Source: an optimization exercise on an open RTL-to-GDS flow (aim: small area and a short achievable clock period). Production flows keep margins and buffers that such runs may drop.
At most, simulation tests tie the RTL to the original design; equivalence was not proved.
Function not checked in runs 1, 3 and 4: the RTL went through the layout flow alone.
No activity file was given, so power comes from the tool's default toggle rates.

### flow/config.mk
export PLATFORM = sky130hd
export DESIGN_NAME = ess_rx_codec
export DESIGN_NICKNAME = ess_rx_codec
export VERILOG_FILES = /design/flow/design.v
export SDC_FILE = /design/flow/constraint.sdc
export NUM_CORES = 4
export LEC_CHECK = 0
export CAP_MARGIN = 20
export CORE_MARGIN = 2
export CORE_UTILIZATION = 60
export SLEW_MARGIN = 20
### flow/design.v
module ess_rx_codec (
    input  wire        clk,
    input  wire        rst,           
    input  wire        rx_valid,
    input  wire [31:0] rx_word,
    output reg         rx_rsp_valid,
    output reg  [31:0] rx_rsp,
    input  wire        cmd_valid,
    input  wire [31:0] cmd_word,
    output reg         cmd_rsp_valid,
    output reg  [31:0] cmd_rsp
);
    localparam integer P_CAP = 500;
    localparam integer NFR   = 125;      
    localparam integer NPR   = 64;       
    localparam [7:0] SM  = 8'h24;
    localparam [7:0] EM1 = 8'h40;
    localparam [7:0] EM2 = 8'h23;
    localparam [7:0] AK1 = 8'h2A;
    localparam [7:0] AK2 = 8'h25;
    localparam [3:0] RC_OK        = 4'h0;
    localparam [3:0] RC_FRAME     = 4'h1;
    localparam [3:0] RC_ACK       = 4'h2;
    localparam [3:0] RC_OVERFLOW  = 4'h3;
    localparam [3:0] RC_UNDERFLOW = 4'h4;
    localparam [3:0] RC_RANGE     = 4'h9;
    localparam [3:0] RC_ILLEGAL   = 4'hA;
    localparam [1:0] P_AWAIT_START = 2'd0;
    localparam [1:0] P_COLLECTING  = 2'd1;
    localparam [1:0] P_AWAIT_END1  = 2'd2;
    localparam [1:0] P_AWAIT_END2  = 2'd3;
    localparam [1:0] A_START   = 2'd0;
    localparam [1:0] A_GOT_SM  = 2'd1;
    localparam [1:0] A_GOT_AK1 = 2'd2;
    reg [1:0] cnt;            
    reg [8:0] rdidx;
    reg [8:0] wridx;
    reg [8:0] fill;
    reg [8:0] ap;             
    reg [2:0] pq_n;           
    reg [7:0] hq [0:3];       
    reg       armed;
    reg       dpend;
    reg       inb;
    reg [7:0] len;
    reg [7:0] flen;
    reg [7:0] pcount;
    reg [1:0] pst;
    reg       fv;
    reg [1:0] ast;
    reg [7:0] pay0;           
    reg [3:0] fw_v;
    reg [7:0] fw_d [0:3];
    reg [6:0] fw_r [0:3];
    reg [3:0] pw_v;
    reg [7:0] pw_d [0:3];
    reg [5:0] pw_r [0:3];
    wire [3:0]  c_op  = cmd_word[31:28];
    wire        c_s   = cmd_word[27];
    wire [10:0] c_rsv = cmd_word[26:16];
    wire [7:0]  c_a   = cmd_word[15:8];
    wire [7:0]  c_d   = cmd_word[7:0];
    wire c_hi_zero = (c_rsv == 11'd0);
    wire c_nop    = cmd_word == 32'h0000_0000;
    wire c_pop    = cmd_word == 32'h3000_0000;
    wire c_rearm  = cmd_word == 32'h4000_0000;
    wire c_setlen = (c_op == 4'h5) && !c_s && c_hi_zero && (c_a == 8'd0);
    wire c_parse  = (c_op == 4'h6) && !c_s && c_hi_zero && (c_a == 8'd0);
    wire c_parsef = cmd_word == 32'h6800_0000;
    wire c_pack   = (c_op == 4'h7) && !c_s && c_hi_zero && (c_a == 8'd0);
    wire c_packf  = cmd_word == 32'h7800_0000;
    wire c_rdpay  = (c_op == 4'h9) && !c_s && c_hi_zero && (c_d == 8'd0);
    wire c_rdreg  = (c_op == 4'hD) && !c_s && c_hi_zero && (c_d == 8'd0);
    wire c_legal = c_nop | c_pop | c_rearm | c_setlen | c_parse | c_parsef |
                   c_pack | c_packf | c_rdpay | c_rdreg;
    wire r_nop    = rx_word == 32'h0000_0000;
    wire r_push   = rx_word[31:8] == 24'h100000;
    wire r_detach = rx_word == 32'h2000_0000;
    wire [7:0] r_d = rx_word[7:0];
    wire [8*4*NFR-1:0] fq;        
    wire [8*4*NPR-1:0] pq;        
    wire       fw_we = fw_v[cnt];
    wire [7:0] fw_wd = fw_d[cnt];
    wire [6:0] fw_wr = fw_r[cnt];
    wire       pw_we = pw_v[cnt];
    wire [7:0] pw_wd = pw_d[cnt];
    wire [5:0] pw_wr = pw_r[cnt];
    genvar gr;
    generate
        for (gr = 0; gr < NFR; gr = gr + 1) begin : fring
            reg [7:0] p0, p1, p2, p3;
            always @(posedge clk) begin
                p0 <= p1;
                p1 <= p2;
                p2 <= p3;
                p3 <= (fw_we && fw_wr == gr) ? fw_wd : p0;
            end
            assign fq[gr*32 +: 32] = {p3, p2, p1, p0};
        end
        for (gr = 0; gr < NPR; gr = gr + 1) begin : pring
            reg [7:0] p0, p1, p2, p3;
            always @(posedge clk) begin
                p0 <= p1;
                p1 <= p2;
                p2 <= p3;
                p3 <= (pw_we && pw_wr == gr) ? pw_wd : p0;
            end
            assign pq[gr*32 +: 32] = {p3, p2, p1, p0};
        end
    endgenerate
    wire [6:0] ap_r    = ap[8:2];
    reg  [7:0] tap_b;
    integer k;
    always @(*) begin
        tap_b = 8'd0;
        for (k = 0; k < NFR; k = k + 1)
            tap_b = tap_b | ({8{ap_r == k}} & fq[k*32 +: 8]);
    end
    wire       ap_hit  = fw_v[cnt] && (fw_r[cnt] == ap_r);
    wire [7:0] feed_b  = ap_hit ? fw_wd : tap_b;
    wire [1:0] pa_j   = c_a[1:0];
    wire [5:0] pa_r   = c_a[7:2];
    wire [1:0] pa_pos = pa_j - cnt;
    wire [7:0] pa_phys = {pa_r, pa_pos};
    reg  [7:0] pa_ring;
    integer m;
    always @(*) begin
        pa_ring = 8'd0;
        for (m = 0; m < 4*NPR; m = m + 1)
            pa_ring = pa_ring | ({8{pa_phys == m}} & pq[m*8 +: 8]);
    end
    wire       pa_hit  = pw_v[pa_j] && (pw_r[pa_j] == pa_r);
    wire [7:0] pa_byte = (c_a == 8'd0) ? pay0 : pa_hit ? pw_d[pa_j] : pa_ring;
    wire fifo_empty = (fill == 9'd0);
    wire fifo_full  = (fill == P_CAP);
    wire c_takes   = cmd_valid && (c_pop || c_parsef || c_packf);
    wire c_take_ok = c_takes && !fifo_empty;
    wire [7:0] hd = hq[0];
    wire [7:0] c_byte = (c_parsef || c_packf) ? hd : c_d;
    wire do_dstep = cmd_valid && (c_parse  || (c_parsef && !fifo_empty));
    wire do_astep = cmd_valid && (c_pack   || (c_packf  && !fifo_empty));
    wire frame_done = (pst == P_AWAIT_END2) && (c_byte == EM2);
    wire ack_done   = (ast == A_GOT_AK1)    && (c_byte == AK2);
    wire [8:0] fill_c  = c_take_ok ? fill - 9'd1 : fill;
    wire       armed_c = (cmd_valid && c_rearm) ? 1'b1 : armed;
    wire       dpend_c = (cmd_valid && c_rearm) ? 1'b0 : dpend;
    reg  [15:0] reg_val;
    reg         reg_ok;
    always @(*) begin
        reg_ok  = 1'b1;
        reg_val = 16'd0;
        case (c_a)
            8'h00: reg_val = {11'd0, inb, 1'b0, fv, dpend, armed};
            8'h01: reg_val = {12'd0, ast, pst};
            8'h02: reg_val = {7'd0, fill};
            8'h03: reg_val = {7'd0, rdidx};
            8'h04: reg_val = {7'd0, wridx};
            8'h05: reg_val = {8'd0, len};
            8'h06: reg_val = {8'd0, flen};
            8'h07: reg_val = {8'd0, pcount};
            8'h08: reg_val = 16'd0;
            8'h09: reg_val = 16'd0;
            8'h0A: reg_val = P_CAP;
            default: reg_ok = 1'b0;
        endcase
    end
    reg [3:0]  c_rc;
    reg [15:0] c_data;
    always @(*) begin
        c_rc   = RC_OK;
        c_data = 16'd0;
        if (!c_legal) begin
            c_rc = RC_ILLEGAL;
        end else if (c_pop) begin
            if (fifo_empty) c_rc = RC_UNDERFLOW;
            else            c_data = {8'd0, hd};
        end else if (c_parse || c_parsef) begin
            if (c_parsef && fifo_empty) begin
                c_rc = RC_UNDERFLOW;
            end else if (frame_done) begin
                c_rc   = RC_FRAME;
                c_data = {flen, c_byte};
            end else begin
                c_data = {8'd0, c_byte};
            end
        end else if (c_pack || c_packf) begin
            if (c_packf && fifo_empty) begin
                c_rc = RC_UNDERFLOW;
            end else begin
                if (ack_done) c_rc = RC_ACK;
                c_data = {8'd0, c_byte};
            end
        end else if (c_rdpay) begin
            if (c_a == 8'hFF) c_rc = RC_RANGE;
            else              c_data = {8'd0, pa_byte};
        end else if (c_rdreg) begin
            if (reg_ok) c_data = reg_val;
            else        c_rc   = RC_RANGE;
        end
    end
    wire r_push_v   = rx_valid && r_push;
    wire r_detach_v = rx_valid && r_detach;
    wire r_full     = fifo_full && !c_take_ok;
    wire r_push_ok  = r_push_v && !r_full;
    wire [8:0] wridx_inc = (wridx == P_CAP-1) ? 9'd0 : wridx + 9'd1;
    wire [8:0] rdidx_inc = (rdidx == P_CAP-1) ? 9'd0 : rdidx + 9'd1;
    wire [8:0] ap_inc    = (ap == P_CAP-1) ? 9'd0 : ap + 9'd1;
    wire arr_empty = (ap == wridx);
    wire pq_room   = (pq_n != 3'd4) || c_take_ok;
    wire ins_feed  = (ap[1:0] == cnt) && !arr_empty && pq_room;
    wire ins_push  = r_push_ok && arr_empty && pq_room;
    wire ins       = ins_feed || ins_push;
    wire [7:0] ins_b = arr_empty ? r_d : feed_b;
    wire [2:0] pq_n_c = c_take_ok ? pq_n - 3'd1 : pq_n;
    wire arr_push  = r_push_ok && !ins_push;
    reg [3:0] r_rc;
    always @(*) begin
        r_rc = RC_OK;
        if (!(r_nop || r_push || r_detach)) r_rc = RC_ILLEGAL;
        else if (r_push && r_full)          r_rc = RC_OVERFLOW;
    end
    wire pay_we = do_dstep && (pst == P_COLLECTING);
    integer j;
    always @(posedge clk) begin
        rx_rsp  <= {r_rc, 28'd0};
        cmd_rsp <= {c_rc, 12'd0, c_data};
        for (j = 0; j < 4; j = j + 1) begin
            if (ins && pq_n_c == j)
                hq[j] <= ins_b;
            else if (c_take_ok)
                hq[j] <= (j == 3) ? hq[3] : hq[j+1];
        end
        if (pay_we && pcount == 8'd0) pay0 <= c_byte;
        for (j = 0; j < 4; j = j + 1) begin
            if (arr_push && wridx[1:0] == j) begin
                fw_d[j] <= r_d;
                fw_r[j] <= wridx[8:2];
            end
            if (pay_we && pcount[1:0] == j && pcount != 8'd0) begin
                pw_d[j] <= c_byte;
                pw_r[j] <= pcount[7:2];
            end
        end
        if (rst) begin
            cnt           <= 2'd0;
            fw_v          <= 4'd0;
            pw_v          <= 4'd0;
            rdidx         <= 9'd0;
            wridx         <= 9'd0;
            ap            <= 9'd0;
            pq_n          <= 3'd0;
            fill          <= 9'd0;
            armed         <= 1'b0;
            dpend         <= 1'b0;
            inb           <= 1'b0;
            len           <= 8'd0;
            flen          <= 8'd0;
            pcount        <= 8'd0;
            pst           <= P_AWAIT_START;
            fv            <= 1'b0;
            ast           <= A_START;
            rx_rsp_valid  <= 1'b0;
            cmd_rsp_valid <= 1'b0;
        end else begin
            cnt <= cnt + 2'd1;
            for (j = 0; j < 4; j = j + 1) begin
                if (arr_push && wridx[1:0] == j)
                    fw_v[j] <= 1'b1;
                else if (cnt == j)
                    fw_v[j] <= 1'b0;
                if (pay_we && pcount[1:0] == j && pcount != 8'd0)
                    pw_v[j] <= 1'b1;
                else if (cnt == j)
                    pw_v[j] <= 1'b0;
            end
            rx_rsp_valid  <= rx_valid;
            cmd_rsp_valid <= cmd_valid;
            if (c_take_ok) rdidx <= rdidx_inc;
            if (r_push_ok) wridx <= wridx_inc;
            fill <= r_push_ok ? fill_c + 9'd1 : fill_c;
            if (ins) ap <= ap_inc;
            pq_n <= ins ? pq_n_c + 3'd1 : pq_n_c;
            if (r_detach_v) begin
                armed <= 1'b0;
                dpend <= 1'b1;
                inb   <= 1'b0;
            end else begin
                armed <= armed_c;
                dpend <= dpend_c;
                if (r_push_v && armed_c) inb <= 1'b1;
            end
            if (cmd_valid && c_setlen) len <= c_d;
            if (do_dstep) begin
                case (pst)
                    P_AWAIT_START: begin
                        if (c_byte == SM) begin
                            flen   <= len;
                            pcount <= 8'd0;
                            fv     <= 1'b0;
                            pst    <= (len == 8'd0) ? P_AWAIT_END1 : P_COLLECTING;
                        end
                    end
                    P_COLLECTING: begin
                        pcount <= pcount + 8'd1;
                        if (pcount + 8'd1 == flen) pst <= P_AWAIT_END1;
                    end
                    P_AWAIT_END1: begin
                        pst <= (c_byte == EM1) ? P_AWAIT_END2 : P_AWAIT_START;
                    end
                    P_AWAIT_END2: begin
                        pst <= P_AWAIT_START;
                        if (c_byte == EM2) fv <= 1'b1;
                    end
                endcase
            end
            if (do_astep) begin
                case (ast)
                    A_START:   if (c_byte == SM) ast <= A_GOT_SM;
                    A_GOT_SM:  ast <= (c_byte == AK1) ? A_GOT_AK1 : A_START;
                    default:   ast <= A_START;
                endcase
            end
        end
    end
endmodule
### flow/run.sh
#!/bin/bash
# synth_recipe.tcl (not shown) runs the flow's synth.tcl, then flattens the netlist and writes it again
# the make line also repeats each setting of config.mk as NAME=value (left out here)
make -C /OpenROAD-flow-scripts/flow DESIGN_CONFIG=/design/flow/config.mk WORK_HOME=/design/flow/orfs CLKGATE_MAP_FILE= SYNTH_SCRIPT=/design/flow/synth_recipe.tcl finish
### flow/constraint.sdc
create_clock -name core_clock -period 10.0 [get_ports {clk}]
set_input_delay 2.0000 -clock core_clock [delete_from_list [all_inputs] [get_ports {clk}]]
set_output_delay 2.0000 -clock core_clock [all_outputs]
set_load 0.01 [all_outputs]
==> run summary, run 1 <==
Die Span Y=547 µm; Longest Clk Path Bufs=4; Failed at=global routing (5_1_grt); Synth top cells by count=6154 x dfxtp_1, 1526 x nand2_1, 1211 x o21ai_0; most frequent cell after synthesis=dfxtp_1; remaining global-route overflow=699; ranking of synthesized cells by area=dfxtp_1 70%, o21ai_0 3.4%, mux2_2 3.4%; # hold bufs at CTS=0; largest net degree at the start of global routing=117; cell total after placement=18100; # IOs=134; Placed Area=184000 µm²; htree depth=6; sequential-to-total area share from yosys stat=72.4%; Initial Util=60.2%; First Err=[ERROR GRT-0232] Routing congestion too high. Check the congestion heatmap in the GUI.; CTS Buf Count=576; Placement Setup Slack=2.97 ns; Final Wtd Congestion=1.19; outcome=did not finish; Mapped Cells=14500; leading area contributor after synthesis=dfxtp_1; synth warn=6; Die Span X=547 µm; ys async rst share=0%; number of port buffers=92; Sink Count=6310; post-synthesis register bit count=6310; post_cts resized=0; Yosys top cell area share=69.7%; Final HPWL DP=610000 µm; std cell rows=199; Setup Fix Bufs, Post-CTS=0; CTS root buf=clkbuf_16; Post-synth EDFFs=156; Most used DFF post-synth=dfxtp_1; syn avg cell area=12.2 µm²; Yosys cell types=91; synthesized area=177000 µm²; GRT Resource Usage Total=82.1%
## how the worst max path moves through the flow
stage                       endpoint  depth (start not counted)  slack (ns)
after CTS                   hq[2][3]                         10        3.32
after detailed placement  cmd_rsp[5]                         12        2.97
after global placement    cmd_rsp[4]                         14        2.73
after floorplan           cmd_rsp[4]                         17        4.76
## power groups by stage
stage	logic (mW)	clock network (mW)	registers, mW
3_5_place_dp	1.46	0	25.8
3_3_place_gp	1.44	0	25.8
4_1_cts	1.48	23.9	25.2
2_1_floorplan	0.576	0	25.8
## routing by layer
layer / GRT overflow / track usage (%)
met1: 55 / 83.4
met4: 290 / 77.6
met5: 9 / 54.6
met3: 80 / 72.7
met2: 265 / 92.5
## cell families after synthesis
family | Yosys count | share of synthesized area, %
adder cells (fa/ha/maj) | 25 | 0.177
AND/OR/NAND/NOR | 3468 | 9.48
buffers and inverters | 1004 | 2.31
flip-flops | 6310 | 72.4
multiplexers | 707 | 4.53
AO/OA/AOI/OAI | 2890 | 10.7
other | 1 | 0.00212
XOR/XNOR | 73 | 0.380
==> inputs of run 2 (changes only) <==
--- a/flow/design.v
+++ b/flow/design.v
@@ -109,26 +109,14 @@
         end
     endgenerate
     wire [6:0] ap_r    = ap[8:2];
-    reg  [7:0] tap_b;
-    integer k;
-    always @(*) begin
-        tap_b = 8'd0;
-        for (k = 0; k < NFR; k = k + 1)
-            tap_b = tap_b | ({8{ap_r == k}} & fq[k*32 +: 8]);
-    end
+    wire [7:0] tap_b   = fq[ap_r*32 +: 8];
     wire       ap_hit  = fw_v[cnt] && (fw_r[cnt] == ap_r);
     wire [7:0] feed_b  = ap_hit ? fw_wd : tap_b;
     wire [1:0] pa_j   = c_a[1:0];
     wire [5:0] pa_r   = c_a[7:2];
+    wire [31:0] pa_w  = pq[pa_r*32 +: 32];
     wire [1:0] pa_pos = pa_j - cnt;
-    wire [7:0] pa_phys = {pa_r, pa_pos};
-    reg  [7:0] pa_ring;
-    integer m;
-    always @(*) begin
-        pa_ring = 8'd0;
-        for (m = 0; m < 4*NPR; m = m + 1)
-            pa_ring = pa_ring | ({8{pa_phys == m}} & pq[m*8 +: 8]);
-    end
+    wire [7:0] pa_ring = pa_w[pa_pos*8 +: 8];
     wire       pa_hit  = pw_v[pa_j] && (pw_r[pa_j] == pa_r);
     wire [7:0] pa_byte = (c_a == 8'd0) ? pay0 : pa_hit ? pw_d[pa_j] : pa_ring;
     wire fifo_empty = (fill == 9'd0);
--- a/flow/config.mk
+++ b/flow/config.mk
@@ -7,5 +7,5 @@
 export LEC_CHECK = 0
 export CAP_MARGIN = 20
 export CORE_MARGIN = 2
-export CORE_UTILIZATION = 60
+export CORE_UTILIZATION = 40
 export SLEW_MARGIN = 20
==> run 2 against run 1 <==
Effect of this change: synthesized cell count down 21%; the run now finishes clean; area after synthesis rose by 0.37%.
==> run summary, run 2 <==
outcome=complete, no violations; Most used DFF post-synth=dfxtp_1; reg2reg start=cnt[0]; CTS Buf Count=598; Synth Area in Adders=0.176%; WP depth=10; clk slew on worst S/H paths=0.06 ns; Die Span Y=670 µm; ranking of synthesized cells by area=dfxtp_1 69%, mux4_2 11%, mux2_2 7.7%; Slew HR=14.0%; vias in the first global route=95500; Final Cell Area=205000 µm²; htree depth=6; Highest Clock Rate=0.167 GHz; type of origin of the critical path=input pin; Critical Path AT=6.63 ns; Placed Area=185000 µm²; Most Frequent Cell on Critical Path=nand2_1; cell family with the largest share of critical-path delay=simple AND/OR/NAND/NOR gates; Final setup violation count=0; Initial Util=40.2%; GRT Resource Usage Total=19.6%; Mapped Cells=11400; multiplexer share of the synthesized area=19.6%; critical path class=in -> reg; MaxCap Viol Count=0; WHS=0.231 ns; Req. time, crit path=10.64 ns; max-slew violation count=0; Worst Max-Slew Pin Slew=1.29 ns; area of the die=449000 µm²; nets=11800; share of cells above drive strength 1=26.7%; leading area contributor after synthesis=dfxtp_1; Worst path max stage delay=0.92 ns; RSZ-0062 raised after global routing=no; post-layout min period=5.99 ns; clk latency of the worst-skew pair=1.05 ns; remaining global-route overflow=0; DRT Pass-1 Iters=5; Yosys cell types=88; simple-gate area share of the yosys netlist=3.18%; R2R cell count=10; Final Wtd Congestion=0.916; r2r endpoint=fring[56].p3[6]; crit path buf inv count=2; setup TNS=0 ns; Routed Wire Length=450000 µm; final core area utilization=46.4%; routed vias=90700; final worst-path cycle share=59.9%; Post-synth EDFFs=156; synth warn=6; commonest cells after routing, fill and taps aside=6150 x dfxtp_1, 1203 x mux2_2, 852 x mux4_2; Min-Delay Path Class=reg -> reg; initial antenna violation count=45; crit path from=cmd_word[12]; Synth top cells by count=6154 x dfxtp_1, 1212 x mux2_2, 852 x mux4_2; std cell rows=244; worst vdd ir=0.180 mV; DR iter-0 viols=6852; post_cts resized=0; Yosys top cell area share=69.5%; # IOs=134; CTS root buf=clkbuf_16; largest family of logic cells by synthesized area=multiplexers; Setup Fix Bufs, Post-CTS=0; Pleak=78.3 nW; Final HPWL DP=291000 µm; first-pass GRT wire length=657000 µm; # hold bufs at CTS=0; critical path's slowest cell=nor4_4; number of port buffers=92; CP endpoint kind=flip-flop; Reg2Reg Setup Slack=4.19 ns; largest net degree at the start of global routing=125; clk_skew=0.105 ns; fillers=37900; CTS tree=done; drt wl/cell=24.9 µm; synth-to-layout area growth=15.5%; sequential-to-total area share from yosys stat=72.1%; crit path max fanout=43; Synth Area in Compound Gates=2.98%; syn avg cell area=15.5 µm²; antenna violation net count after detailed routing=0; most common cell after layout, fill and taps aside=dfxtp_1; Critical path destination=hq[1][1]; Final Hold Viols=0; most frequent cell after synthesis=dfxtp_1; crit-path cells=buf_8 > nor4_4 > nand2_1 > or4_1 > nor2_1 > xnor2_1 > inv_1 > ha_1 > nand3_2 > nand2_1; Sink Count=6310; synthesized area=177000 µm²; Die Span X=670 µm; Longest Clk Path Bufs=4; core area=441000 µm²; ys async rst share=0%; vias per cell=5.02; DRC viols=0; PwrDens=239 nW/µm²; XOR/XNOR Fraction of Synth Area=0.366%; post-synthesis register bit count=6310
-- run 2: stage by stage --
step           instances  power [mW]  setup WS [ns]
2_1_floorplan      11500        26.3           4.75
3_3_place_gp       17000        26.8           2.64
3_5_place_dp       17000        26.8           3.13
4_1_cts            18100        49.2           4.20
5_1_grt            18100        50.3           3.74
6_report           18100        48.9           4.01
-- run 2: cells by family (layout without fill, tap and decap cells) --
family	Yosys count	count (layout)
and+or+nand+nor	1286	1286
other	1	62
adders and majority gates	25	25
muxes	2263	2263
DFF	6310	6310
xor gates and xnor gates	74	74
buffers and inverters	630	1326
AOI/OAI and AO/OA	840	840
-- run 2: worst min-delay path by stage --
stage	endpoint	cells after the start	startpoint
6_report	fring[56].p1[6]	0	fring[56].p2[6]
5_1_grt	fring[56].p1[6]	0	fring[56].p2[6]
4_1_cts	fring[56].p1[6]	0	fring[56].p2[6]
3_5_place_dp	fring[113].p0[2]	0	fring[113].p1[2]
3_3_place_gp	fring[47].p0[3]	0	fring[47].p1[3]
2_1_floorplan	fring[0].p0[0]	0	fring[0].p1[0]
-- run 2: where the power goes --
group          switching (mW)  total, mW  internal [mW]
clock network            9.51       22.6           13.1
registers             0.00417       25.2           25.2
logic                   0.783       1.04          0.252
-- run 2: layout make-up --
class,instances,area (µm²),share of cell area [%]
flip-flops and latches,6310,128000,62.5
multi-input cells,4529,47300,23.1
clock buffers,880,17700,8.63
well taps,5904,7390,3.61
clock inverters,178,2240,1.10
repair buffers,226,2030,0.989
inverters,42,161,0.0788
diodes,21,52.6,0.0257
-- run 2: layer usage --
layer	track usage, %	share of wire, %	vias up
met5	0	0.024	-
met3	3.48	5.5	909
li1	-	-	40900
met1	25.3	43	46100
met4	8.19	4.3	16
met2	32.4	47	2787
==> inputs of run 3 (changes only) <==
--- a/flow/design.v
+++ b/flow/design.v
@@ -39,6 +39,7 @@
     reg [8:0] ap;             
     reg [2:0] pq_n;           
     reg [7:0] hq [0:3];       
+    reg [7:0] pf;             
     reg       armed;
     reg       dpend;
     reg       inb;
@@ -109,14 +110,39 @@
         end
     endgenerate
     wire [6:0] ap_r    = ap[8:2];
-    wire [7:0] tap_b   = fq[ap_r*32 +: 8];
+    wire       ap_at   = (ap[1:0] == cnt);
+    wire       ps_next = ap_at && (cnt == 2'd3);     
+    reg  [NFR-1:0] ap_dec;
+    reg  [NFR-1:0] ps_sel;
+    reg  [7:0] pf_d;
+    integer k;
+    always @(*) begin
+        for (k = 0; k < NFR; k = k + 1)
+            ap_dec[k] = (ap_r == k);
+        for (k = 0; k < NFR; k = k + 1)
+            ps_sel[k] = ps_next ? ap_dec[(k + NFR - 1) % NFR] : ap_dec[k];
+        pf_d = 8'd0;
+        for (k = 0; k < NFR; k = k + 1)
+            pf_d = pf_d | ({8{ps_sel[k]}} & fq[k*32 + 8 +: 8]);
+    end
     wire       ap_hit  = fw_v[cnt] && (fw_r[cnt] == ap_r);
-    wire [7:0] feed_b  = ap_hit ? fw_wd : tap_b;
+    wire [7:0] feed_b  = ap_hit ? fw_wd : pf;
     wire [1:0] pa_j   = c_a[1:0];
     wire [5:0] pa_r   = c_a[7:2];
-    wire [31:0] pa_w  = pq[pa_r*32 +: 32];
-    wire [1:0] pa_pos = pa_j - cnt;
-    wire [7:0] pa_ring = pa_w[pa_pos*8 +: 8];
+    reg  [3:0] pa_jdec;
+    reg  [3:0] pa_psel;
+    reg  [7:0] pa_ring;
+    integer m, q;
+    always @(*) begin
+        for (q = 0; q < 4; q = q + 1)
+            pa_jdec[q] = (pa_j == q);
+        for (q = 0; q < 4; q = q + 1)
+            pa_psel[q] = pa_jdec[(q + cnt) & 3];
+        pa_ring = 8'd0;
+        for (m = 0; m < NPR; m = m + 1)
+            for (q = 0; q < 4; q = q + 1)
+                pa_ring = pa_ring | ({8{(pa_r == m) && pa_psel[q]}} & pq[m*32 + q*8 +: 8]);
+    end
     wire       pa_hit  = pw_v[pa_j] && (pw_r[pa_j] == pa_r);
     wire [7:0] pa_byte = (c_a == 8'd0) ? pay0 : pa_hit ? pw_d[pa_j] : pa_ring;
     wire fifo_empty = (fill == 9'd0);
@@ -212,6 +238,7 @@
     always @(posedge clk) begin
         rx_rsp  <= {r_rc, 28'd0};
         cmd_rsp <= {c_rc, 12'd0, c_data};
+        pf <= pf_d;
         for (j = 0; j < 4; j = j + 1) begin
             if (ins && pq_n_c == j)
                 hq[j] <= ins_b;
--- a/flow/config.mk
+++ b/flow/config.mk
@@ -7,5 +7,6 @@
 export LEC_CHECK = 0
 export CAP_MARGIN = 20
 export CORE_MARGIN = 2
-export CORE_UTILIZATION = 40
+export CORE_UTILIZATION = 45
+export SETUP_SLACK_MARGIN = 5
 export SLEW_MARGIN = 20
==> run 3 against run 2 <==
Effect of this change: largest cell class unchanged; largest power group unchanged; worst setup slack better by 0.62 ns; maximum frequency is 12% higher; clock power is 5% higher; clock skew is 0.048 ns lower; combinational power is 49% higher.
==> run summary, run 3 <==
outcome=complete, no violations; # hold bufs at CTS=0; commonest cells after routing, fill and taps aside=6157 x dfxtp_1, 1410 x nand2_1, 1073 x o21ai_0; Initial Util=45.2%; Placed Area=185000 µm²; Worst path max stage delay=1.10 ns; ys async rst share=0%; Longest Clk Path Bufs=4; worst vdd ir=0.233 mV; DRT Pass-1 Iters=8; number of port buffers=92; Reg2Reg Setup Slack=4.75 ns; Min-Delay Path Class=reg -> reg; Critical Path AT=6.34 ns; DR iter-0 viols=19700; Routed Wire Length=864000 µm; Final Wtd Congestion=1.10; crit-path cells=buf_12 > buf_6 > nand4bb_1 > buf_4 > nor2_2 > a32oi_1 > a31oi_1 > a311oi_1 > nand3_1 > nor4_1 > o211ai_1; Highest Clock Rate=0.186 GHz; Final setup violation count=0; GRT Resource Usage Total=43.2%; Comb power frac=3.0%; CTS tree=done; CTS root buf=clkbuf_16; synth warn=6; RSZ-0062 raised after global routing=yes; most common cell after layout, fill and taps aside=dfxtp_1; htree depth=6; Worst Max-Slew Pin Slew=1.39 ns; synthesized area=175000 µm²; largest net degree at the start of global routing=101; Synth Area in Compound Gates=11.4%; first-pass GRT wire length=1130000 µm; post-layout min period=5.37 ns; switching share of total power=22.7%; type of origin of the critical path=input pin; Reg power frac=50.3%; Yosys top cell area share=70.6%; clock share of power=46.7%; MaxCap Viol Count=0; Yosys cell types=99; Post-synth EDFFs=156; setup TNS=0 ns; XOR/XNOR Fraction of Synth Area=0.386%; vias per cell=6.25; core area=386000 µm²; drt wl/cell=42.6 µm; clk latency of the worst-skew pair=1.13 ns; # IOs=134; CTS Buf Count=610; fillers=32800; Pwr Total=50.7 mW; share of cells above drive strength 1=17.4%; Die Span X=627 µm; vias in the first global route=116000; area of the die=393000 µm²; sequential-to-total area share from yosys stat=73.3%; Final Cell Area=207000 µm²; Psw=11.5 mW; std cell rows=228; WHS=0.286 ns; crit path buf inv count=3; ranking of synthesized cells by area=dfxtp_1 71%, mux2_2 4.1%, nand2_1 3.1%; cell family with the largest share of critical-path delay=compound AO/OA/AOI/OAI gates; Sink Count=6318; CP endpoint kind=flip-flop; Final Hold Viols=0; largest family of logic cells by synthesized area=compound AO/OA/AOI/OAI gates; most frequent cell after synthesis=dfxtp_1; internal power=39.2 mW; critical path class=in -> reg; remaining global-route overflow=0; Slew HR=7.48%; routed vias=127000; Most used DFF post-synth=dfxtp_1; final worst-path cycle share=53.7%; leading area contributor after synthesis=dfxtp_1; antenna violation net count after detailed routing=0; max-slew violation count=0; Die Span Y=627 µm; Final HPWL DP=584000 µm; Mapped Cells=14000; clk slew on worst S/H paths=0.06 ns; post-synthesis register bit count=6318; simple-gate area share of the yosys netlist=7.86%; initial antenna violation count=120; crit path max fanout=38; Req. time, crit path=10.97 ns; multiplexer share of the synthesized area=4.96%; critical path's slowest cell=a32oi_1; Synth Area in Adders=0.172%; synth-to-layout area growth=18.5%; clk_skew=0.0566 ns; DRC viols=0; nets=14600; Synth top cells by count=6162 x dfxtp_1, 1449 x nand2_1, 1078 x o21ai_0; syn avg cell area=12.5 µm²; Pleak=77.4 nW; PwrDens=245 nW/µm²
[run 3: changes by cell type after synthesis, moves of 248 or more]
cell,change
nand2_1,+813
clkbuf_1,+248
nand3_1,+315
mux2_2,-577
a22oi_1,+597
mux4_2,-834
o21ai_0,+679
[run 3: final timing paths]
check	start	endpoint	cells past startpoint
worst min-delay path	fring[27].p2[1]	fring[27].p1[1]	0
worst max-delay path	cmd_word[15]	cmd_rsp[7]	11
worst min register to register	fring[27].p2[1]	fring[27].p1[1]	0
worst max register to register	ap[7]	pf[0]	11
[run 3: power groups by stage]
stage	logic [mW]	clock network, mW	registers [mW]
6_report	1.55	23.7	25.5
5_1_grt	1.45	24.7	25.5
4_1_cts	1.40	23.7	25.5
3_5_place_dp	1.38	0	26.1
3_3_place_gp	1.37	0	26.1
2_1_floorplan	0.497	0	26.0
[run 3: worst reg2reg max path: stages, from the launching register on]
cell and delay, ns:
dfxtp_2 0.51, buf_4 0.39, buf_4 0.38, or3b_2 0.46, buf_4 0.39, nor3_1 0.16, buf_4 0.24, a22o_1 0.28
a221oi_2 0.47, o2111ai_1 0.44, nor4_1 0.28, nand4_1 0.79
[run 3: final cells by class]
class	count	area [µm²]	area share (%)
Sequential cell	6318	128000	61.9
Antenna cell	120	300	0.145
Multi-Input combinational cell	6862	45500	22.0
Timing Repair Buffer	684	6000	2.90
Tap cell	5175	6470	3.13
Clock inverter	210	2670	1.29
Clock buffer	891	17900	8.63
Inverter	34	139	0.0671
[run 3: per-stage QoR]
step                      worst slack, ns  instances  util [%]
after floorplan                      5.01      14000         -
after global placement               2.59      19000      47.8
after detailed placement             2.74      19000      47.9
after CTS                            4.77      20200      53.3
after global routing                 4.91      20200      53.5
final                                4.63      20300      53.6
[run 3: kinds of logic after synthesis]
logic type               Yosys count
flip-flops                      6318
AND/OR/NAND/NOR                 2993
AO/OA/AOI/OAI                   2961
buffers and inverters            843
multiplexers                     764
XOR/XNOR                          77
adder cells (fa/ha/maj)           24
other                              1
[run 3: layer usage]
metal	GRT usage (%)	share of wire, %
met1	51.1	37
met2	61.5	41
met3	15.3	11
met4	38.6	11
met5	0.0617	0.018
[run 3: what timing repair did]
action                     CTS  global route
cloned                       2             2
resized for setup          102            81
setup buffers               15             7
pin swaps                   18             7
setup endpoints to repair  769           454
==> inputs of run 4 (changes only) <==
--- a/flow/design.v
+++ b/flow/design.v
@@ -8,7 +8,7 @@
     input  wire        cmd_valid,
     input  wire [31:0] cmd_word,
     output reg         cmd_rsp_valid,
-    output reg  [31:0] cmd_rsp
+    output wire [31:0] cmd_rsp
 );
     localparam integer P_CAP = 500;
     localparam integer NFR   = 125;      
@@ -33,6 +33,10 @@
     localparam [1:0] A_GOT_SM  = 2'd1;
     localparam [1:0] A_GOT_AK1 = 2'd2;
     reg [1:0] cnt;            
+    reg [3:0] coh;            
+    reg [31:0] rsp_q;         
+    reg [7:0]  rsp_b;         
+    assign cmd_rsp = {rsp_q[31:8], rsp_q[7:0] | rsp_b};
     reg [8:0] rdidx;
     reg [8:0] wridx;
     reg [8:0] fill;
@@ -131,20 +135,29 @@
     wire [5:0] pa_r   = c_a[7:2];
     reg  [3:0] pa_jdec;
     reg  [3:0] pa_psel;
-    reg  [7:0] pa_ring;
-    integer m, q;
+    reg  [7:0] pa_ring_lo;    
+    reg  [7:0] pa_ring_hi;    
+    integer m, q, e;
     always @(*) begin
         for (q = 0; q < 4; q = q + 1)
             pa_jdec[q] = (pa_j == q);
-        for (q = 0; q < 4; q = q + 1)
-            pa_psel[q] = pa_jdec[(q + cnt) & 3];
-        pa_ring = 8'd0;
+        for (q = 0; q < 4; q = q + 1) begin
+            pa_psel[q] = 1'b0;
+            for (e = 0; e < 4; e = e + 1)
+                pa_psel[q] = pa_psel[q] | (pa_jdec[e] & coh[(e - q) & 3]);
+        end
+        pa_ring_lo = 8'd0;
+        pa_ring_hi = 8'd0;
         for (m = 0; m < NPR; m = m + 1)
             for (q = 0; q < 4; q = q + 1)
-                pa_ring = pa_ring | ({8{(pa_r == m) && pa_psel[q]}} & pq[m*32 + q*8 +: 8]);
+                if (m < NPR/2)
+                    pa_ring_lo = pa_ring_lo | ({8{(pa_r == m) && pa_psel[q]}} & pq[m*32 + q*8 +: 8]);
+                else
+                    pa_ring_hi = pa_ring_hi | ({8{(pa_r == m) && pa_psel[q]}} & pq[m*32 + q*8 +: 8]);
     end
     wire       pa_hit  = pw_v[pa_j] && (pw_r[pa_j] == pa_r);
-    wire [7:0] pa_byte = (c_a == 8'd0) ? pay0 : pa_hit ? pw_d[pa_j] : pa_ring;
+    wire [7:0] pa_byte = (c_a == 8'd0) ? pay0 : pa_hit ? pw_d[pa_j] : pa_ring_lo;
+    wire       pa_hi_ok = c_rdpay && (c_a != 8'd0) && (c_a != 8'hFF) && !pa_hit;
     wire fifo_empty = (fill == 9'd0);
     wire fifo_full  = (fill == P_CAP);
     wire c_takes   = cmd_valid && (c_pop || c_parsef || c_packf);
@@ -221,12 +234,24 @@
     wire [8:0] ap_inc    = (ap == P_CAP-1) ? 9'd0 : ap + 9'd1;
     wire arr_empty = (ap == wridx);
     wire pq_room   = (pq_n != 3'd4) || c_take_ok;
-    wire ins_feed  = (ap[1:0] == cnt) && !arr_empty && pq_room;
+    wire ins_feed  = ap_at && !arr_empty && pq_room;
     wire ins_push  = r_push_ok && arr_empty && pq_room;
     wire ins       = ins_feed || ins_push;
     wire [7:0] ins_b = arr_empty ? r_d : feed_b;
     wire [2:0] pq_n_c = c_take_ok ? pq_n - 3'd1 : pq_n;
     wire arr_push  = r_push_ok && !ins_push;
+    wire ins_t  = (ap_at && !arr_empty) || (r_push_v && arr_empty);
+    wire ins_k  = ((ap_at && !arr_empty) || (r_push_v && !fifo_full && arr_empty)) &&
+                  (pq_n != 3'd4);
+    reg [7:0] hq_t [0:3];
+    reg [7:0] hq_k [0:3];
+    integer i;
+    always @(*) begin
+        for (i = 0; i < 4; i = i + 1) begin
+            hq_t[i] = (ins_t && pq_n == i + 1) ? ins_b : ((i == 3) ? hq[3] : hq[i+1]);
+            hq_k[i] = (ins_k && pq_n == i)     ? ins_b : hq[i];
+        end
+    end
     reg [3:0] r_rc;
     always @(*) begin
         r_rc = RC_OK;
@@ -237,14 +262,11 @@
     integer j;
     always @(posedge clk) begin
         rx_rsp  <= {r_rc, 28'd0};
-        cmd_rsp <= {c_rc, 12'd0, c_data};
+        rsp_q   <= {c_rc, 12'd0, c_data};
+        rsp_b   <= pa_hi_ok ? pa_ring_hi : 8'd0;
         pf <= pf_d;
-        for (j = 0; j < 4; j = j + 1) begin
-            if (ins && pq_n_c == j)
-                hq[j] <= ins_b;
-            else if (c_take_ok)
-                hq[j] <= (j == 3) ? hq[3] : hq[j+1];
-        end
+        for (j = 0; j < 4; j = j + 1)
+            hq[j] <= c_take_ok ? hq_t[j] : hq_k[j];
         if (pay_we && pcount == 8'd0) pay0 <= c_byte;
         for (j = 0; j < 4; j = j + 1) begin
             if (arr_push && wridx[1:0] == j) begin
@@ -258,6 +280,7 @@
         end
         if (rst) begin
             cnt           <= 2'd0;
+            coh           <= 4'b0001;
             fw_v          <= 4'd0;
             pw_v          <= 4'd0;
             rdidx         <= 9'd0;
@@ -278,6 +301,7 @@
             cmd_rsp_valid <= 1'b0;
         end else begin
             cnt <= cnt + 2'd1;
+            coh <= {coh[2:0], coh[3]};
             for (j = 0; j < 4; j = j + 1) begin
                 if (arr_push && wridx[1:0] == j)
                     fw_v[j] <= 1'b1;
==> flow/flow/run.sh (new file) <==
#!/bin/bash
# Standard ORFS layout, with repair_timing aiming past the clock period's
# slack, buf_6 port buffers, and a CTS without dummy loads and with larger
# sink clusters.
set -euo pipefail
bash standard.sh \
  SETUP_SLACK_MARGIN=6.5 \
  "BUFFER_PORTS_ARGS=-buffer_cell sky130_fd_sc_hd__buf_6" \
  "CTS_ARGS=-sink_clustering_enable -repair_clock_nets -dont_use_dummy_load -sink_clustering_size 20 -sink_clustering_max_diameter 60" \
  finish > standard_make.log 2>&1
==> flow/standard.sh (new file) <==
#!/bin/bash
# synth_recipe.tcl (not shown) runs the flow's synth.tcl, then flattens the netlist and writes it again
# the make line also repeats each setting of config.mk as NAME=value (left out here)
make -C /OpenROAD-flow-scripts/flow DESIGN_CONFIG=/design/flow/config.mk WORK_HOME=/design/flow/orfs CLKGATE_MAP_FILE= SYNTH_SCRIPT=/design/flow/synth_recipe.tcl "${@:-finish}"
--- a/flow/config.mk
+++ b/flow/config.mk
@@ -8,5 +8,5 @@
 export CAP_MARGIN = 20
 export CORE_MARGIN = 2
 export CORE_UTILIZATION = 45
-export SETUP_SLACK_MARGIN = 5
 export SLEW_MARGIN = 20
+export TNS_END_PERCENT = 10
removed: flow/run.sh
==> run 4 against run 3 <==
Effect of this change: first-iteration DRC count fell by 3.9%; critical endpoint is now pf[2]; non-clock buffer count increased by 419; register-to-register slack improved by 0.81 ns; highest routed layer unchanged.
==> run summary, run 4 <==
outcome=complete, no violations; # IOs=134; WHS=0.266 ns; crit path max fanout=8; Comb power frac=3.2%; hold path endpoint=fring[60].p1[7]; Synth Area in Compound Gates=11.9%; routed vias=123000; Req. time, crit path=10.89 ns; Yosys cell types=107; Post-synth EDFFs=156; Min-Delay Startpoint=fring[60].p2[7]; DRC viols=0; RSZ-0062 raised after global routing=yes; Reg2Reg Setup Slack=5.56 ns; switching share of total power=21.9%; internal power=33.1 mW; crit path from=ap[7]; clk latency of the worst-skew pair=1.07 ns; multiplexer share of the synthesized area=4.50%; Yosys top cell area share=70.6%; CP endpoint kind=flip-flop; Mapped Cells=13900; Pleak=77.0 nW; Longest Clk Path Bufs=4; # hold bufs at CTS=0; r2r endpoint=pf[2]; PwrDens=207 nW/µm²; syn avg cell area=12.6 µm²; clk_skew=0.111 ns; first-pass GRT wire length=972000 µm; R2R cell count=12; Reg power frac=60.6%; Final Wtd Congestion=1.10; htree depth=5; most frequent cell after synthesis=dfxtp_1; antenna violation net count after detailed routing=0; CTS root buf=clkbuf_16; most common cell after layout, fill and taps aside=dfxtp_1; nets=14800; initial antenna violation count=79; Die Span Y=628 µm; ranking of synthesized cells by area=dfxtp_1 71%, mux2_2 3.7%, nand2_1 3.2%; Sink Count=6330; std cell rows=228; remaining global-route overflow=0; reg2reg start=ap[7]; Worst Max-Slew Pin Slew=1.27 ns; synth-to-layout area growth=17.2%; synthesized area=175000 µm²; synth warn=8; Synth top cells by count=6174 x dfxtp_1, 1477 x nand2_1, 1088 x o21ai_0; number of port buffers=92; GRT Resource Usage Total=36.2%; share of cells above drive strength 1=19.7%; worst vdd ir=0.179 mV; drt wl/cell=37.5 µm; XOR/XNOR Fraction of Synth Area=0.353%; ys async rst share=0%; Most used DFF post-synth=dfxtp_1; Synth Area in Adders=0.164%; Final Hold Viols=0; clock share of power=36.2%; commonest cells after routing, fill and taps aside=6163 x dfxtp_1, 1381 x nand2_1, 1072 x o21ai_0; Slew HR=15.2%; Highest Clock Rate=0.225 GHz; simple-gate area share of the yosys netlist=7.90%; DRT Pass-1 Iters=11; final core area utilization=53.1%; Psw=9.32 mW; Pwr Total=42.5 mW; leading area contributor after synthesis=dfxtp_1; critical path class=reg -> reg; Die Span X=628 µm; DR iter-0 viols=18900; sequential-to-total area share from yosys stat=73.3%; area of the die=394000 µm²; max-slew violation count=0; vias per cell=6.15; cell total after placement=18900; Initial Util=45.3%; vias in the first global route=111000; CTS tree=done; Final setup violation count=0; Post-Layout Cell Count=19900; type of origin of the critical path=flip-flop; Min-Delay Path Class=reg -> reg; MaxCap Viol Count=0; Routed Wire Length=748000 µm; post-layout min period=4.44 ns; largest net degree at the start of global routing=96; Critical Path AT=5.34 ns; setup TNS=0 ns; Hold Crit Depth=0; CTS Buf Count=409; post-synthesis register bit count=6330; largest family of logic cells by synthesized area=compound AO/OA/AOI/OAI gates; final worst-path cycle share=44.4%; fillers=32800; clk slew on worst S/H paths=0.08 ns; Final HPWL DP=485000 µm; core area=386000 µm²
run 4: cell count changes in the layout (fill, tap and decap cells not counted), sizes merged, moves of 48 or more:
| cell | before | now |
|---|---|---|
| diode | 120 | 55 |
| o22ai | 108 | 32 |
| clkdlybuf4s50 | 83 | 0 |
| clkbuf | 895 | 432 |
| clkinv | 128 | 3 |
| nand3 | 371 | 245 |
| a22o | 185 | 296 |
| buf | 597 | 1069 |
| a32oi | 169 | 65 |
| a21oi | 221 | 168 |
| mux2 | 635 | 579 |
| nor3 | 156 | 95 |
| nor2 | 445 | 493 |
| a221oi | 137 | 289 |
run 4: worst max-delay path by stage:
| stage | to | slack (ns) | cells after the start |
|---|---|---|---|
| 6_report | pf[2] | 5.56 | 12 |
| 5_1_grt | pf[3] | 5.86 | 9 |
| 4_1_cts | pf[5] | 5.91 | 10 |
| 3_5_place_dp | rsp_q[5] | 3.74 | 10 |
| 3_3_place_gp | rsp_q[4] | 3.61 | 10 |
| 2_1_floorplan | fill[5] | 5.43 | 10 |
run 4: what timing repair did:
item,in CTS,in global routing
cloned,16,29
endpoints found under the hold margin,0,0
gates resized for setup,470,591
setup buffers,172,337
setup endpoints to repair,1777,1483
pin swaps,76,188
run 4: routing by layer:
layer  share of wire [%]  track usage (%)  vias up  wire length [µm]
met5               0.066            0.679        -               494
met3                  12             10.6     2910             88000
li1                    -                -    50600                 -
met4                 9.9             27.0       40             73800
met1                  38             46.0    59900            281000
met2                  41             52.1     9208            304000
run 4: cell families after synthesis:
family / count (synthesis)
simple gates: 2974
buf+inv: 754
flops: 6330
other cells: 1
mux: 683
compound gates: 3034
fa+ha+maj: 23
xor+xnor: 68
run 4: power groups by stage:
stage	registers (mW)	logic, mW	clock network, mW
3_5_place_dp	26.3	0.984	0
4_1_cts	25.7	1.10	15.4
5_1_grt	25.7	1.33	16.3
6_report	25.7	1.35	15.4
2_1_floorplan	26.2	0.433	0
3_3_place_gp	26.3	0.977	0
run 4: worst max-delay path, stage by stage (launching register included):
cell,delay (ns)
dfxtp_4,0.43
buf_16,0.19
buf_12,0.16
buf_4,0.15
nand4b_1,0.17
nor2_1,0.06
buf_4,0.23
a22oi_1,0.75
nand2_1,0.41
o21ai_0,0.82
nand3_1,0.41
nor3_1,0.34
nand4b_1,0.13
run 4: area by class of cell:
class	instances	area, µm²	area share (%)
multi-input cells	6828	48100	23.5
clock buffers	409	10200	4.99
inverters	42	178	0.0866
repair buffers	1103	11600	5.67
diodes	55	138	0.0671
flip-flops and latches	6330	128000	62.6
well taps	5175	6470	3.16
run 4: stage by stage:
step	setup slack [ns]	cell area [µm²]
CTS	5.91	198000
detailed placement	3.74	184000
floorplan	5.43	175000
global placement	3.61	184000
global route	5.86	205000
finish	5.56	205000
==> inputs of run 5 (changes only) <==
--- a/flow/design.v
+++ b/flow/design.v
@@ -11,7 +11,8 @@
     output wire [31:0] cmd_rsp
 );
     localparam integer P_CAP = 500;
-    localparam integer NFR   = 125;      
+    localparam integer NFR   = 63;       
+    localparam integer F_PHY = 504;
     localparam integer NPR   = 64;       
     localparam [7:0] SM  = 8'h24;
     localparam [7:0] EM1 = 8'h40;
@@ -32,7 +33,8 @@
     localparam [1:0] A_START   = 2'd0;
     localparam [1:0] A_GOT_SM  = 2'd1;
     localparam [1:0] A_GOT_AK1 = 2'd2;
-    reg [1:0] cnt;            
+    reg [2:0] c8;             
+    wire [1:0] cnt = c8[1:0];
     reg [3:0] coh;            
     reg [31:0] rsp_q;         
     reg [7:0]  rsp_b;         
@@ -40,10 +42,12 @@
     reg [8:0] rdidx;
     reg [8:0] wridx;
     reg [8:0] fill;
+    reg [8:0] wp;             
     reg [8:0] ap;             
-    reg [2:0] pq_n;           
-    reg [7:0] hq [0:3];       
+    reg [3:0] pq_n;           
+    reg [7:0] hq [0:7];       
     reg [7:0] pf;             
+    reg [7:0] pg [0:7];       
     reg       armed;
     reg       dpend;
     reg       inb;
@@ -54,9 +58,8 @@
     reg       fv;
     reg [1:0] ast;
     reg [7:0] pay0;           
-    reg [3:0] fw_v;
-    reg [7:0] fw_d [0:3];
-    reg [6:0] fw_r [0:3];
+    reg [7:0] fw_v;
+    reg [7:0] fw_d [0:7];
     reg [3:0] pw_v;
     reg [7:0] pw_d [0:3];
     reg [5:0] pw_r [0:3];
@@ -82,25 +85,39 @@
     wire r_push   = rx_word[31:8] == 24'h100000;
     wire r_detach = rx_word == 32'h2000_0000;
     wire [7:0] r_d = rx_word[7:0];
-    wire [8*4*NFR-1:0] fq;        
+    wire [8*8*NFR-1:0] fq;        
     wire [8*4*NPR-1:0] pq;        
-    wire       fw_we = fw_v[cnt];
-    wire [7:0] fw_wd = fw_d[cnt];
-    wire [6:0] fw_wr = fw_r[cnt];
+    wire       fw_we = fw_v[c8];
+    wire [7:0] fw_wd = fw_d[c8];
+    wire [5:0] wp_r  = wp[8:3];
+    wire       fw_in_wp = (c8 < wp[2:0]);
+    reg  [NFR-1:0] wp_dec;
+    reg  [NFR-1:0] fw_sel;
+    integer n;
+    always @(*) begin
+        for (n = 0; n < NFR; n = n + 1)
+            wp_dec[n] = (wp_r == n);
+        for (n = 0; n < NFR; n = n + 1)
+            fw_sel[n] = fw_we && (fw_in_wp ? wp_dec[n] : wp_dec[(n + 1) % NFR]);
+    end
     wire       pw_we = pw_v[cnt];
     wire [7:0] pw_wd = pw_d[cnt];
     wire [5:0] pw_wr = pw_r[cnt];
     genvar gr;
     generate
         for (gr = 0; gr < NFR; gr = gr + 1) begin : fring
-            reg [7:0] p0, p1, p2, p3;
+            reg [7:0] p0, p1, p2, p3, p4, p5, p6, p7;
             always @(posedge clk) begin
                 p0 <= p1;
                 p1 <= p2;
                 p2 <= p3;
-                p3 <= (fw_we && fw_wr == gr) ? fw_wd : p0;
+                p3 <= p4;
+                p4 <= p5;
+                p5 <= p6;
+                p6 <= p7;
+                p7 <= fw_sel[gr] ? fw_wd : p0;
             end
-            assign fq[gr*32 +: 32] = {p3, p2, p1, p0};
+            assign fq[gr*64 +: 64] = {p7, p6, p5, p4, p3, p2, p1, p0};
         end
         for (gr = 0; gr < NPR; gr = gr + 1) begin : pring
             reg [7:0] p0, p1, p2, p3;
@@ -113,23 +130,31 @@
             assign pq[gr*32 +: 32] = {p3, p2, p1, p0};
         end
     endgenerate
-    wire [6:0] ap_r    = ap[8:2];
-    wire       ap_at   = (ap[1:0] == cnt);
-    wire       ps_next = ap_at && (cnt == 2'd3);     
+    localparam integer NG = 8;                
+    wire [5:0] ap_r    = ap[8:3];
+    wire       ap_at   = (ap[2:0] == c8);
+    wire [2:0] ph2     = c8 + 3'd2;           
+    wire       ps_next = (ph2 < ap[2:0]);     
     reg  [NFR-1:0] ap_dec;
     reg  [NFR-1:0] ps_sel;
+    reg  [7:0] pg_d [0:NG-1];
     reg  [7:0] pf_d;
-    integer k;
+    integer k, g;
     always @(*) begin
         for (k = 0; k < NFR; k = k + 1)
             ap_dec[k] = (ap_r == k);
         for (k = 0; k < NFR; k = k + 1)
             ps_sel[k] = ps_next ? ap_dec[(k + NFR - 1) % NFR] : ap_dec[k];
-        pf_d = 8'd0;
+        for (g = 0; g < NG; g = g + 1)
+            pg_d[g] = 8'd0;
         for (k = 0; k < NFR; k = k + 1)
-            pf_d = pf_d | ({8{ps_sel[k]}} & fq[k*32 + 8 +: 8]);
+            pg_d[k / 8] = pg_d[k / 8] | ({8{ps_sel[k]}} & fq[k*64 + 16 +: 8]);
+        pf_d = 8'd0;
+        for (g = 0; g < NG; g = g + 1)
+            pf_d = pf_d | pg[g];
     end
-    wire       ap_hit  = fw_v[cnt] && (fw_r[cnt] == ap_r);
+    wire [5:0] ap_r1   = (ap_r == NFR-1) ? 6'd0 : ap_r + 6'd1;
+    wire       ap_hit  = fw_v[c8] && (fw_in_wp ? (wp_r == ap_r) : (wp_r == ap_r1));
     wire [7:0] feed_b  = ap_hit ? fw_wd : pf;
     wire [1:0] pa_j   = c_a[1:0];
     wire [5:0] pa_r   = c_a[7:2];
@@ -231,24 +256,25 @@
     wire r_push_ok  = r_push_v && !r_full;
     wire [8:0] wridx_inc = (wridx == P_CAP-1) ? 9'd0 : wridx + 9'd1;
     wire [8:0] rdidx_inc = (rdidx == P_CAP-1) ? 9'd0 : rdidx + 9'd1;
-    wire [8:0] ap_inc    = (ap == P_CAP-1) ? 9'd0 : ap + 9'd1;
-    wire arr_empty = (ap == wridx);
-    wire pq_room   = (pq_n != 3'd4) || c_take_ok;
+    wire [8:0] ap_inc    = (ap == F_PHY-1) ? 9'd0 : ap + 9'd1;
+    wire [8:0] wp_inc    = (wp == F_PHY-1) ? 9'd0 : wp + 9'd1;
+    wire arr_empty = (ap == wp);
+    wire pq_room   = (pq_n != 4'd8) || c_take_ok;
     wire ins_feed  = ap_at && !arr_empty && pq_room;
     wire ins_push  = r_push_ok && arr_empty && pq_room;
     wire ins       = ins_feed || ins_push;
     wire [7:0] ins_b = arr_empty ? r_d : feed_b;
-    wire [2:0] pq_n_c = c_take_ok ? pq_n - 3'd1 : pq_n;
+    wire [3:0] pq_n_c = c_take_ok ? pq_n - 4'd1 : pq_n;
     wire arr_push  = r_push_ok && !ins_push;
     wire ins_t  = (ap_at && !arr_empty) || (r_push_v && arr_empty);
     wire ins_k  = ((ap_at && !arr_empty) || (r_push_v && !fifo_full && arr_empty)) &&
-                  (pq_n != 3'd4);
-    reg [7:0] hq_t [0:3];
-    reg [7:0] hq_k [0:3];
+                  (pq_n != 4'd8);
+    reg [7:0] hq_t [0:7];
+    reg [7:0] hq_k [0:7];
     integer i;
     always @(*) begin
-        for (i = 0; i < 4; i = i + 1) begin
-            hq_t[i] = (ins_t && pq_n == i + 1) ? ins_b : ((i == 3) ? hq[3] : hq[i+1]);
+        for (i = 0; i < 8; i = i + 1) begin
+            hq_t[i] = (ins_t && pq_n == i + 1) ? ins_b : ((i == 7) ? hq[7] : hq[i+1]);
             hq_k[i] = (ins_k && pq_n == i)     ? ins_b : hq[i];
         end
     end
@@ -265,28 +291,32 @@
         rsp_q   <= {c_rc, 12'd0, c_data};
         rsp_b   <= pa_hi_ok ? pa_ring_hi : 8'd0;
         pf <= pf_d;
-        for (j = 0; j < 4; j = j + 1)
+        for (j = 0; j < 8; j = j + 1)
+            pg[j] <= pg_d[j];
+        for (j = 0; j < 8; j = j + 1)
             hq[j] <= c_take_ok ? hq_t[j] : hq_k[j];
         if (pay_we && pcount == 8'd0) pay0 <= c_byte;
-        for (j = 0; j < 4; j = j + 1) begin
-            if (arr_push && wridx[1:0] == j) begin
+        for (j = 0; j < 8; j = j + 1) begin
+            if (arr_push && wp[2:0] == j) begin
                 fw_d[j] <= r_d;
-                fw_r[j] <= wridx[8:2];
             end
+        end
+        for (j = 0; j < 4; j = j + 1) begin
             if (pay_we && pcount[1:0] == j && pcount != 8'd0) begin
                 pw_d[j] <= c_byte;
                 pw_r[j] <= pcount[7:2];
             end
         end
         if (rst) begin
-            cnt           <= 2'd0;
+            c8            <= 3'd0;
             coh           <= 4'b0001;
-            fw_v          <= 4'd0;
+            fw_v          <= 8'd0;
             pw_v          <= 4'd0;
             rdidx         <= 9'd0;
             wridx         <= 9'd0;
             ap            <= 9'd0;
-            pq_n          <= 3'd0;
+            wp            <= 9'd0;
+            pq_n          <= 4'd0;
             fill          <= 9'd0;
             armed         <= 1'b0;
             dpend         <= 1'b0;
@@ -300,13 +330,15 @@
             rx_rsp_valid  <= 1'b0;
             cmd_rsp_valid <= 1'b0;
         end else begin
-            cnt <= cnt + 2'd1;
+            c8  <= c8 + 3'd1;
             coh <= {coh[2:0], coh[3]};
-            for (j = 0; j < 4; j = j + 1) begin
-                if (arr_push && wridx[1:0] == j)
+            for (j = 0; j < 8; j = j + 1) begin
+                if (arr_push && wp[2:0] == j)
                     fw_v[j] <= 1'b1;
-                else if (cnt == j)
+                else if (c8 == j)
                     fw_v[j] <= 1'b0;
+            end
+            for (j = 0; j < 4; j = j + 1) begin
                 if (pay_we && pcount[1:0] == j && pcount != 8'd0)
                     pw_v[j] <= 1'b1;
                 else if (cnt == j)
@@ -316,9 +348,10 @@
             cmd_rsp_valid <= cmd_valid;
             if (c_take_ok) rdidx <= rdidx_inc;
             if (r_push_ok) wridx <= wridx_inc;
+            if (r_push_ok) wp    <= wp_inc;
             fill <= r_push_ok ? fill_c + 9'd1 : fill_c;
             if (ins) ap <= ap_inc;
-            pq_n <= ins ? pq_n_c + 3'd1 : pq_n_c;
+            pq_n <= ins ? pq_n_c + 4'd1 : pq_n_c;
             if (r_detach_v) begin
                 armed <= 1'b0;
                 dpend <= 1'b1;
==> run 5 against run 4 <==
Effect of this change: highest routed layer unchanged; via count shrank 18%; combinational power is essentially flat; clock power is essentially flat; critical path type is now in -> reg; synthesized cell count shrank 13%; still clean; final area shrank 5.6%; register-to-register slack gained 0.59 ns; global-route usage shrank 7.5 points; largest cell class unchanged; first-iteration DRC count shrank 34%.
==> run summary, run 5 <==
outcome=complete, no violations; most frequent cell after synthesis=dfxtp_1; Post-synth EDFFs=192; vias in the first global route=99700; hold path endpoint=fring[31].p4[6]; sequential-to-total area share from yosys stat=78.4%; Reg power frac=61.1%; RSZ-0062 raised after global routing=yes; clk latency of the worst-skew pair=0.98 ns; crit path max fanout=31; setup TNS=0 ns; Worst path max stage delay=0.68 ns; PwrDens=219 nW/µm²; first-pass GRT wire length=774000 µm; MaxCap Viol Count=0; Reg2Reg Setup Slack=6.15 ns; core area=372000 µm²; clk_skew=0.0821 ns; critical path class=in -> reg; Final Wtd Congestion=0.960; std cell rows=224; antenna violation net count after detailed routing=0; drt wl/cell=31.7 µm; htree depth=5; type of origin of the critical path=input pin; Slew HR=11.3%; Final setup violation count=0; routed vias=100000; Synth top cells by count=6285 x dfxtp_1, 879 x nand2_1, 656 x a22oi_1; CTS Buf Count=404; final setup margin=5.99 ns; R2R cell count=9; vias per cell=5.67; fillers=31100; DRT Pass-1 Iters=7; post-layout min period=4.01 ns; Hold Crit Depth=0; Req. time, crit path=10.81 ns; Yosys cell types=88; Sink Count=6477; # IOs=134; critical path's slowest cell=or4_4; Highest Clock Rate=0.249 GHz; ys async rst share=0%; Most used DFF post-synth=dfxtp_1; internal power=33.4 mW; largest net degree at the start of global routing=46; r2r endpoint=fring[48].p7[3]; Yosys top cell area share=75.0%; Min-Delay Path Class=reg -> reg; Min-Delay Startpoint=fring[31].p5[6]; # hold bufs at CTS=0; Routed Wire Length=560000 µm; GRT Resource Usage Total=28.7%; Initial Util=45.1%; share of cells above drive strength 1=17.5%; commonest cells after routing, fill and taps aside=6280 x dfxtp_1, 851 x nand2_1, 641 x a22oi_1; reg2reg start=c8[2]; leading area contributor after synthesis=dfxtp_1; Die Span X=615 µm; ranking of synthesized cells by area=dfxtp_1 75%, mux2_2 4.1%, edfxtp_1 3.4%; syn avg cell area=13.9 µm²; Longest Clk Path Bufs=4; clock share of power=35.7%; number of port buffers=92; synthesized area=168000 µm²; synth warn=9; nets=12800; DR iter-0 viols=12400; final worst-path cycle share=40.1%; Worst Max-Slew Pin Slew=1.32 ns; Pleak=73.2 nW; DRC viols=0; CTS root buf=clkbuf_16; area of the die=378000 µm²; CTS tree=done; Critical Path AT=4.82 ns; Die Span Y=615 µm; initial antenna violation count=46; Placement Setup Slack=3.78 ns; synth-to-layout area growth=15.3%; post-synthesis register bit count=6477; Final HPWL DP=349000 µm; worst vdd ir=0.167 mV; Final Hold Viols=0; switching share of total power=21.3%; remaining global-route overflow=0; most common cell after layout, fill and taps aside=dfxtp_1; Comb power frac=3.2%; crit-path cells=buf_12 > or4_4 > or2_4 > buf_4 > nor4_4 > buf_6 > nand2_8 > o21ai_4 > ha_4 > inv_2 > nor2_2 > a21boi_4 > a31oi_2 > xor2_1 > nor2_1; clk slew on worst S/H paths=0.08 ns; max-slew violation count=0; CP endpoint kind=flip-flop; final core area utilization=52.0%; Mapped Cells=12100; Psw=9.04 mW
## run 5: how the worst max path moves through the flow
stage	startpoint	to	slack, ns	cells past startpoint
floorplan	cmd_word[13]	fill[8]	5.16	15
global placement	cmd_word[8]	rsp_b[3]	3.79	9
detailed placement	cmd_word[8]	rsp_b[3]	3.78	9
CTS	rsp_q[2]	cmd_rsp[2]	5.97	2
global route	cmd_word[26]	fill[4]	5.94	14
finish	cmd_word[15]	fill[4]	5.99	15
## run 5: area by class of cell
cell class | count | area [µm²] | area share, %
multi-input cells | 5050 | 37100 | 19.2
diodes | 17 | 42.5 | 0.0220
flip-flops and latches | 6477 | 132000 | 68.0
well taps | 4972 | 6220 | 3.21
clock buffers | 404 | 10100 | 5.22
repair buffers | 701 | 8270 | 4.27
inverters | 57 | 218 | 0.112
## run 5: layer usage
| metal | vias up | global-route usage, % | part of all wire (%) |
|---|---|---|---|
| met1 | 50000 | 36.8 | 40 |
| li1 | 43400 | - | - |
| met3 | 1646 | 5.94 | 8.5 |
| met2 | 5255 | 44.7 | 44 |
| met5 | - | 0 | 0.023 |
| met4 | 20 | 17.3 | 7.3 |
## run 5: kinds of logic (layout without fill, tap and decap cells)
| family | count (synthesis) | after routing | synth area share (%) |
|---|---|---|---|
| AOI/OAI and AO/OA | 2136 | 2140 | 9.03 |
| other | 1 | 58 | 0.00223 |
| and+or+nand+nor | 2068 | 2074 | 5.75 |
| adders and majority gates | 38 | 38 | 0.283 |
| buffers and inverters | 613 | 1162 | 1.50 |
| muxes | 675 | 679 | 4.65 |
| xor gates and xnor gates | 78 | 78 | 0.407 |
| DFF | 6477 | 6477 | 78.4 |
## run 5: power groups by stage
stage                     logic, mW  clock network, mW  registers, mW
final                          1.36               15.2           25.9
after detailed placement       1.01                  0           26.5
after CTS                      1.31               15.4           25.9
after global routing           1.35               16.3           25.9
after global placement         1.00                  0           26.5
after floorplan               0.376                  0           26.5
## run 5: metrics by stage
stage	hold slack (ns)	total power, mW	instance area (µm²)	instances
after floorplan	0.310	26.9	168000	12100
after global placement	0.310	27.5	176000	16900
after detailed placement	0.312	27.5	176000	16900
after CTS	0.263	42.6	193000	17600
after global routing	0.261	43.6	194000	17700
final	0.257	42.4	194000	17700
## run 5: what timing repair did
action / CTS / global route
endpoints found under the setup margin: 1498 / 1304
pin swaps: 155 / 33
buffers inserted: 261 / 40
gates resized for setup: 638 / 78
cloned: 43 / 5
## run 5: worst max-delay path, delay by kind of cell
family | cells | cell delay (ns)
buffers and inverters | 4 | 0.52
and+or+nand+nor | 6 | 1.38
xor gates and xnor gates | 1 | 0.20
AOI/OAI and AO/OA | 3 | 0.54
adders and majority gates | 1 | 0.16

-- re-timing with driven ports --
Ports are ideal in the flow. The routed layouts listed here were re-timed in OpenROAD.
Step 1, drivers: a clkbuf_16 drives clk and a buf_2 each remaining input, both assumed.
Step 2 moves the port delays by t, midway between the first and last clock arrival at a register: inputs arrive t later, outputs are due t later. That takes back most of the time a late clock gives input paths.
Three values: ideal, step 1, step 2; two values: the first two.
| run | t (ns) | setup WS [ns] | hold WS [ns] | clock arrival spread, ns |
|---|---|---|---|---|
| run 2 | 1.110 | 4.009 / 4.081 / 2.971 | 0.231 / 0.231 / 0.231 | 0.109 / 0.110 |
| run 3 | 1.204 | 4.630 / 4.656 / 3.452 | 0.286 / 0.286 / 0.286 | 0.066 / 0.066 |
| run 4 | 1.121 | 5.556 / 5.556 / 4.631 | 0.266 / 0.266 / 0.266 | 0.133 / 0.133 |
| run 5 | 1.058 | 5.992 / 5.723 / 4.665 | 0.257 / 0.257 / 0.257 | 0.113 / 0.113 |
After both steps setup and hold are still met in every run listed. The setup slack of run 5, which loses most, moves by -0.269 ns with the drivers and by -1.327 ns with both steps.
